This is an optimization exercise on Yosys and OpenROAD, whose aim is small area, a short achievable clock period and few clock cycles per item, not a production implementation.
Only simulation tests tie the RTL to the original design; equivalence was not proved.
Power and IR drop assume default switching activity.

`flow/constraint.sdc`:
```
create_clock -name core_clock -period 6.0 [get_ports {clk}]
set_input_delay 1.2000 -clock core_clock [delete_from_list [all_inputs] [get_ports {clk}]]
set_output_delay 1.2000 -clock core_clock [all_outputs]
set_load 0.01 [all_outputs]
```
`flow/design.v`:
```
module scp_crc8_byte (
    input  wire [7:0] acc,
    input  wire [7:0] data,
    output reg  [7:0] next
);
    integer i;
    always @(*) begin
        next = acc ^ data;
        for (i = 0; i < 8; i = i + 1)
            next = next[0] ? ((next >> 1) ^ 8'h8C) : (next >> 1);
    end
endmodule
module scp_crc16_byte (
    input  wire [15:0] acc,
    input  wire [7:0]  data,
    output reg  [15:0] next
);
    integer i;
    always @(*) begin
        next = acc ^ {8'h00, data};
        for (i = 0; i < 8; i = i + 1)
            next = next[0] ? ((next >> 1) ^ 16'h8408) : (next >> 1);
    end
endmodule
module scp_codec #(
    parameter MAXN   = 32,
    parameter FBYTES = MAXN + 9
) (
    input  wire                clk,
    input  wire                rst,
    input  wire [7:0]          cfg_sof,
    input  wire                req_valid,
    output wire                req_ready,
    input  wire                req_op,         
    input  wire [15:0]         req_cmd,        
    input  wire [15:0]         req_n,          
    input  wire [6:0]          req_len,        
    input  wire [8*FBYTES-1:0] req_data,       
    output reg                 rsp_valid,
    output reg  [2:0]          rsp_reason,     
    output reg  [15:0]         rsp_cmd,        
    output reg  [6:0]          rsp_len,        
    output wire [8*FBYTES-1:0] rsp_data        
);
    localparam [2:0] S_IDLE = 3'd0, S_CHECK = 3'd1, S_RUN = 3'd2, S_CRC = 3'd3, S_FINISH = 3'd4;
    reg [2:0]  state;
    reg        op;
    reg [15:0] n;
    reg [6:0]  len;
    reg [6:0]  idx;
    reg [7:0]  tx_seq;
    reg [7:0]  c8;
    reg [15:0] c16;
    reg [7:0]  f [0:FBYTES-1];      
    assign req_ready = (state == S_IDLE);
    wire [7:0]  cur  = f[idx];
    wire [7:0]  feed = (idx == 7'd4 && !op) ? c8 : cur;
    wire [7:0]  c8_next;
    wire [15:0] c16_next;
    scp_crc8_byte  u_c8  (.acc(c8),  .data(feed), .next(c8_next));
    scp_crc16_byte u_c16 (.acc(c16), .data(feed), .next(c16_next));
    wire [16:0] n_plus_9 = {1'b0, n} + 17'd9;
    wire [6:0]  crc_pos  = n[6:0] + 7'd7;
    reg         crc_lo_ok;      
    genvar g;
    generate
        for (g = 0; g < FBYTES; g = g + 1) begin : g_out
            if (g + 7 < FBYTES) begin : g_full
                assign rsp_data[8*g +: 8] = op ? f[g + 7] : f[g];
            end else begin : g_tail
                assign rsp_data[8*g +: 8] = op ? 8'h00 : f[g];
            end
        end
    endgenerate
    integer k;
    always @(posedge clk) begin
        if (rst) begin
            state      <= S_IDLE;
            tx_seq     <= 8'h00;
            rsp_valid  <= 1'b0;
            rsp_reason <= 3'd0;
            rsp_cmd    <= 16'd0;
            rsp_len    <= 7'd0;
        end else begin
            rsp_valid <= 1'b0;
            case (state)
                S_IDLE: begin
                    if (req_valid) begin
                        op  <= req_op;
                        n   <= req_n;
                        len <= req_len;
                        idx <= 7'd0;
                        c8  <= 8'hFF;
                        c16 <= 16'hFFFF;
                        if (req_op) begin
                            for (k = 0; k < FBYTES; k = k + 1)
                                f[k] <= req_data[8*k +: 8];
                            state <= S_CHECK;
                        end else begin
                            f[0] <= cfg_sof;
                            f[1] <= req_n[7:0];
                            f[2] <= req_n[15:8];
                            f[3] <= tx_seq;
                            f[4] <= 8'h00;
                            f[5] <= req_cmd[7:0];
                            f[6] <= req_cmd[15:8];
                            for (k = 7; k < FBYTES; k = k + 1)
                                f[k] <= req_data[8*(k-7) +: 8];
                            tx_seq <= tx_seq + 8'd1;
                            state  <= S_RUN;
                        end
                    end
                end
                S_CHECK: begin
                    if ({10'd0, len} != n_plus_9) begin
                        rsp_reason <= 3'd1;
                        rsp_valid  <= 1'b1;
                        state      <= S_IDLE;
                    end else if (f[0] != cfg_sof) begin
                        rsp_reason <= 3'd2;
                        rsp_valid  <= 1'b1;
                        state      <= S_IDLE;
                    end else if ({f[2], f[1]} != n) begin
                        rsp_reason <= 3'd3;
                        rsp_valid  <= 1'b1;
                        state      <= S_IDLE;
                    end else begin
                        state <= S_RUN;
                    end
                end
                S_RUN: begin
                    if (idx == 7'd4 && op && cur != c8) begin
                        rsp_reason <= 3'd4;
                        rsp_valid  <= 1'b1;
                        state      <= S_IDLE;
                    end else begin
                        if (idx == 7'd4 && !op)
                            f[4] <= c8;
                        if (idx < 7'd4)
                            c8 <= c8_next;
                        c16 <= c16_next;
                        idx <= idx + 7'd1;
                        if (idx == n[6:0] + 7'd6)
                            state <= op ? S_CRC : S_FINISH;
                    end
                end
                S_CRC: begin
                    idx <= idx + 7'd1;
                    if (idx == crc_pos)
                        crc_lo_ok <= (cur == c16[7:0]);
                    else begin
                        rsp_valid  <= 1'b1;
                        rsp_cmd    <= {f[6], f[5]};
                        rsp_reason <= (crc_lo_ok && cur == c16[15:8]) ? 3'd0 : 3'd5;
                        state      <= S_IDLE;
                    end
                end
                S_FINISH: begin
                    rsp_valid         <= 1'b1;
                    f[crc_pos]        <= c16[7:0];
                    f[crc_pos + 7'd1] <= c16[15:8];
                    rsp_len           <= n_plus_9[6:0];
                    rsp_reason        <= 3'd0;
                    state             <= S_IDLE;
                end
                default: state <= S_IDLE;
            endcase
        end
    end
endmodule
```
`flow/config.mk`:
```
export PLATFORM = sky130hd
export DESIGN_NAME = scp_codec
export DESIGN_NICKNAME = scp_codec
export VERILOG_FILES = /design/flow/design.v
export SDC_FILE = /design/flow/constraint.sdc
export NUM_CORES = 4
export LEC_CHECK = 0
export CAP_MARGIN = 20
export CORE_MARGIN = 2
export CORE_UTILIZATION = 30
export PLACE_DENSITY = 0.4
export SLEW_MARGIN = 20
```
`flow/run.sh`:
```
#!/bin/bash
# synth_recipe.tcl (not shown) runs the flow's synth.tcl, then flattens the netlist and writes it again
# the make line also repeats each setting of config.mk as NAME=value (left out here)
make -C /OpenROAD-flow-scripts/flow DESIGN_CONFIG=/design/flow/config.mk WORK_HOME=/design/flow/orfs CLKGATE_MAP_FILE= SYNTH_SCRIPT=/design/flow/synth_recipe.tcl finish
```
==> key figures <==
Routing
  – Routed vias/inst: a little under 6
  – Starting DRC count in detailed routing: just under 6,000
  – Post-DR wirelength/cell: slightly above 40 um
  – Drt pass-1 iters: 6
  – Total Routed Length: approximately 280 mm
  – Via Count: between 40,000 and 50,000
  – Routed Antenna Nets: 0
  – Residual DRC count: 0

Die
  – Die Area: roughly 0.14 mm2
  – I/O pins: between 700 and 800
  – Core Footprint: between 0.1 and 0.15 mm2
  – Die W: between 300 and 400 um
  – Initial core utilization: 0.303
  – Rows: ~140
  – Die Ht: 379 um

Clocking
  – H-tree levels: 3
  – Longest Clk Path Bufs: 3
  – Cts bufs inserted: 80
  – Worst-path clk slew: ~0.06 ns
  – Post-CTS Setup Repair Bufs: 0
  – CTS tree: done
  – Later-pin clock latency in the skew report: ~0.71 ns
  – Clock Sinks: slightly above 600
  – Post-cts resize count: 0
  – Cts hold-fix bufs: 0
  – Clk root buf: clkbuf_16

Synthesis
  – Register area share after synthesis: 0.424
  – Mapped Nets: 4,618
  – Most numerous cell in the Yosys netlist: nand2_1
  – Synth Register Bits: just over 600
  – Ys async rst share: 0
  – Top_reg_cell synth: edfxtp_1
  – Distinct cells, synth: 72
  – Yosys top cell area share: 0.404
  – Area leader, netlist: edfxtp_1
  – Area contributors post-synth: edfxtp_1, mux2_2, mux2i_1
  – Ys Warns: 3
  – Post-synth EDFFs: approximately 570
  – Netlist Area Pre-Place: 0.0423 mm2
  – Top post-synthesis cells by count: nand2_1, edfxtp_1, o21ai_0
  – Syn Inst Count: between 4,000 and 5,000
  – Synthesized area per cell: around 10 um2

Power
  – Leakage power: between 15 and 20 nW
  – Pint: 10.4 mW
  – Comb power frac: 0.348
  – Power density of the placed cells: just over 300 mW/mm2
  – Sequential power share: 0.349
  – Clk pwr share: 0.302
  – Net switching power: 6.37 mW
  – Peak VDD IR: approximately 0.00022 V
  – Switching part of the total: 0.379

Timing
  – Fin. Hold Viols: 0
  – Finish-stage setup viols: 0
  – Setup TNS: 0 ns
  – Setup Skew: roughly 0.029 ns
  – Worst Tran Pin Value: between 1 and 1.5 ns
  – Final setup margin: 0.637 ns
  – Rel. slew slack: 0.162
  – Final Cycle Share: 0.894
  – Fin. max-slew vios: 0
  – Achievable Freq: ~0.19 GHz
  – Period minus WS final: about 5.4 ns
  – RSZ-0062 raised after global routing: no

Global route
  – Antenna violations before repair: 35
  – GRT Util Overall: 0.378
  – Largest net degree at the start of global routing: 127
  – Vias in the first global route: between 30,000 and 40,000
  – First-pass GRT wire length: between 300 and 400 mm
  – Grt ovf: 0

Setup path
  – Crit Path Max Fanout: 36
  – Worst path bufs/invs: 2
  – Critical Path RT: between 6 and 7 ns
  – Crit-path cells: buf_4, nor2b_1, a22oi_1, and3_1, or4_1, a211oi_1, nor3_1, a41oi_1, and2_1, a2111oi_4, nor2b_1, buf_4
  – CP max stage cell: dfxtp_4
  – CP peak stage delay: about 0.9 ns
  – Crit start category: register
  – Setup crit end kind: register
  – Worst EP arrival: ~5.8 ns
  – Classification of the worst setup path: register to register
  – Gate family responsible for the most delay along the worst path: simple AND/OR/NAND/NOR gates

Placed design
  – Pre-CTS setup slack: 0.731 ns
  – HPWL after DPL: around 210 mm
  – # port buffers: roughly 730
  – Placer Congestion: a little over 1

Final layout
  – Total Nets Final: around 5,300
  – Area delta synth->final: 29.5%
  – Layout cells sized above 1: 0.189
  – Final core utilization: 0.392

Hold path
  – Worst min path class: register to register
  – Hold wc startpoint: rsp_len[1]$_SDFFE_PP0P_

Job
  – Maxcap violations: 0

Status
  – Status: finished clean
sequential cells by signal, indices dropped and copies added, names as in the netlist, 7 cells and up, named ones only:
register,count
n,16
rsp_len,7
rsp_cmd,16
tx_seq,8
f,512
c8,8
len,7
c16,16
idx,7
worst register-to-register path: cells and delay by family (launching register included):
family / cells / cell delay, ns
AO/OA/AOI/OAI: 4 / 1.64
buffers and inverters: 2 / 0.55
flip-flops: 1 / 0.88
AND/OR/NAND/NOR: 6 / 2.05
worst paths after layout:
path / end / slack, ns / cells past startpoint
setup / recovery: c8[4]$_SDFFCE_PP1P_ / 0.64 / 12
hold / removal: rsp_len[1]$_SDFFE_PP0P_ / 0.46 / 2
setup reg to reg: c8[4]$_SDFFCE_PP1P_ / 0.64 / 12
hold reg to reg: rsp_len[1]$_SDFFE_PP0P_ / 0.46 / 2
metal layers:
| metal | global-route usage | up-vias | routed length (um) |
|---|---|---|---|
| li1 | - | 16800 | - |
| met1 | 0.497 | 20300 | 113000 |
| met2 | 0.576 | 2543 | 124000 |
| met4 | 0.184 | 33 | 16000 |
| met5 | 0 | - | 256 |
| met3 | 0.0961 | 569 | 27100 |
power by group through the flow:
| stage | clock network (mW) | registers (mW) | logic (mW) |
|---|---|---|---|
| final | 5.09 | 5.87 | 5.86 |
| after global routing | 5.27 | 5.85 | 6.02 |
| after CTS | 5.13 | 5.83 | 5.74 |
| after detailed placement | 0 | 5.92 | 5.71 |
| after global placement | 0 | 5.93 | 5.71 |
| after floorplan | 0 | 5.31 | 3.19 |
area by class of cell:
cell class | count | area [um2]
Multi-Input combinational cell | 3219 | 22800
Tap cell | 1876 | 2350
Fill cell | 13900 | 85000
Timing Repair Buffer | 930 | 8920
Clock inverter | 47 | 549
Sequential cell | 612 | 17900
Antenna cell | 9 | 22.5
Clock buffer | 98 | 2090
Inverter | 22 | 82.6
cell families (layout without fill, tap and decap cells):
kind of cell               count (synthesis)  count (layout)  synth area share
and+or+nand+nor                         1281            1281             0.133
muxes                                    924             924             0.264
AOI/OAI and AO/OA                        883             883             0.112
DFF                                      612             612             0.424
buffers and inverters                    398            1097            0.0380
xor gates and xnor gates                 121             121            0.0254
adders and majority gates                 10              10           0.00296
other                                      0               9                 0
metrics by stage:
stage	cells	hold WS [ns]	area [um2]	total power, mW
after global placement	6659	0.450	52100	11.6
after detailed placement	6659	0.451	52100	11.6
after global routing	6804	0.501	54700	17.1
after CTS	6804	0.460	54700	16.7
after floorplan	4229	0.478	42300	8.50
final	6813	0.458	54700	16.8
cell usage in the layout (no fill, tap or decap), types with 18 or more instances in the layout:
cell type / instances
a21oi_1: 266
a22oi_1: 18
buf_4: 187
clkbuf_16: 81
clkdlybuf4s50_1: 732
clkinv_2: 18
dfxtp_1: 41
edfxtp_1: 568
inv_1: 21
mux2_2: 465
mux2i_1: 352
mux4_2: 107
nand2_1: 635
nand3_1: 120
nor2_1: 288
nor2b_1: 73
nor3_1: 23
o21ai_0: 500
o22ai_1: 22
or3_1: 34
or3b_2: 18
xnor2_1: 70
xor2_1: 50
Testbench counts, summed over its fixed seeds: cycles 66,440, items 3,200.

-- static timing again, ports no longer ideal --
How much do the figures lean on ideal ports? The routed layout below was timed once more, with nothing changed but the port constraints. Step 1, drivers: a clkbuf_16 drives clk and a buf_2 each remaining input, both assumed. Step 2 also shifts input and output timing later by t, the mid clock arrival at the registers, as if the neighbouring blocks saw the same clock. a / b / c = no drivers / after step 1 / after step 2; a / b = the first two.
t (ns): 0.782
slack for setup (ns): 0.637 / 0.637 / 0.637
clock arrival spread, ns: 0.029 / 0.029
After both steps this run still meets setup and hold. The setup slack of this run moves by 0.000 ns with the drivers and by 0.000 ns with both steps.
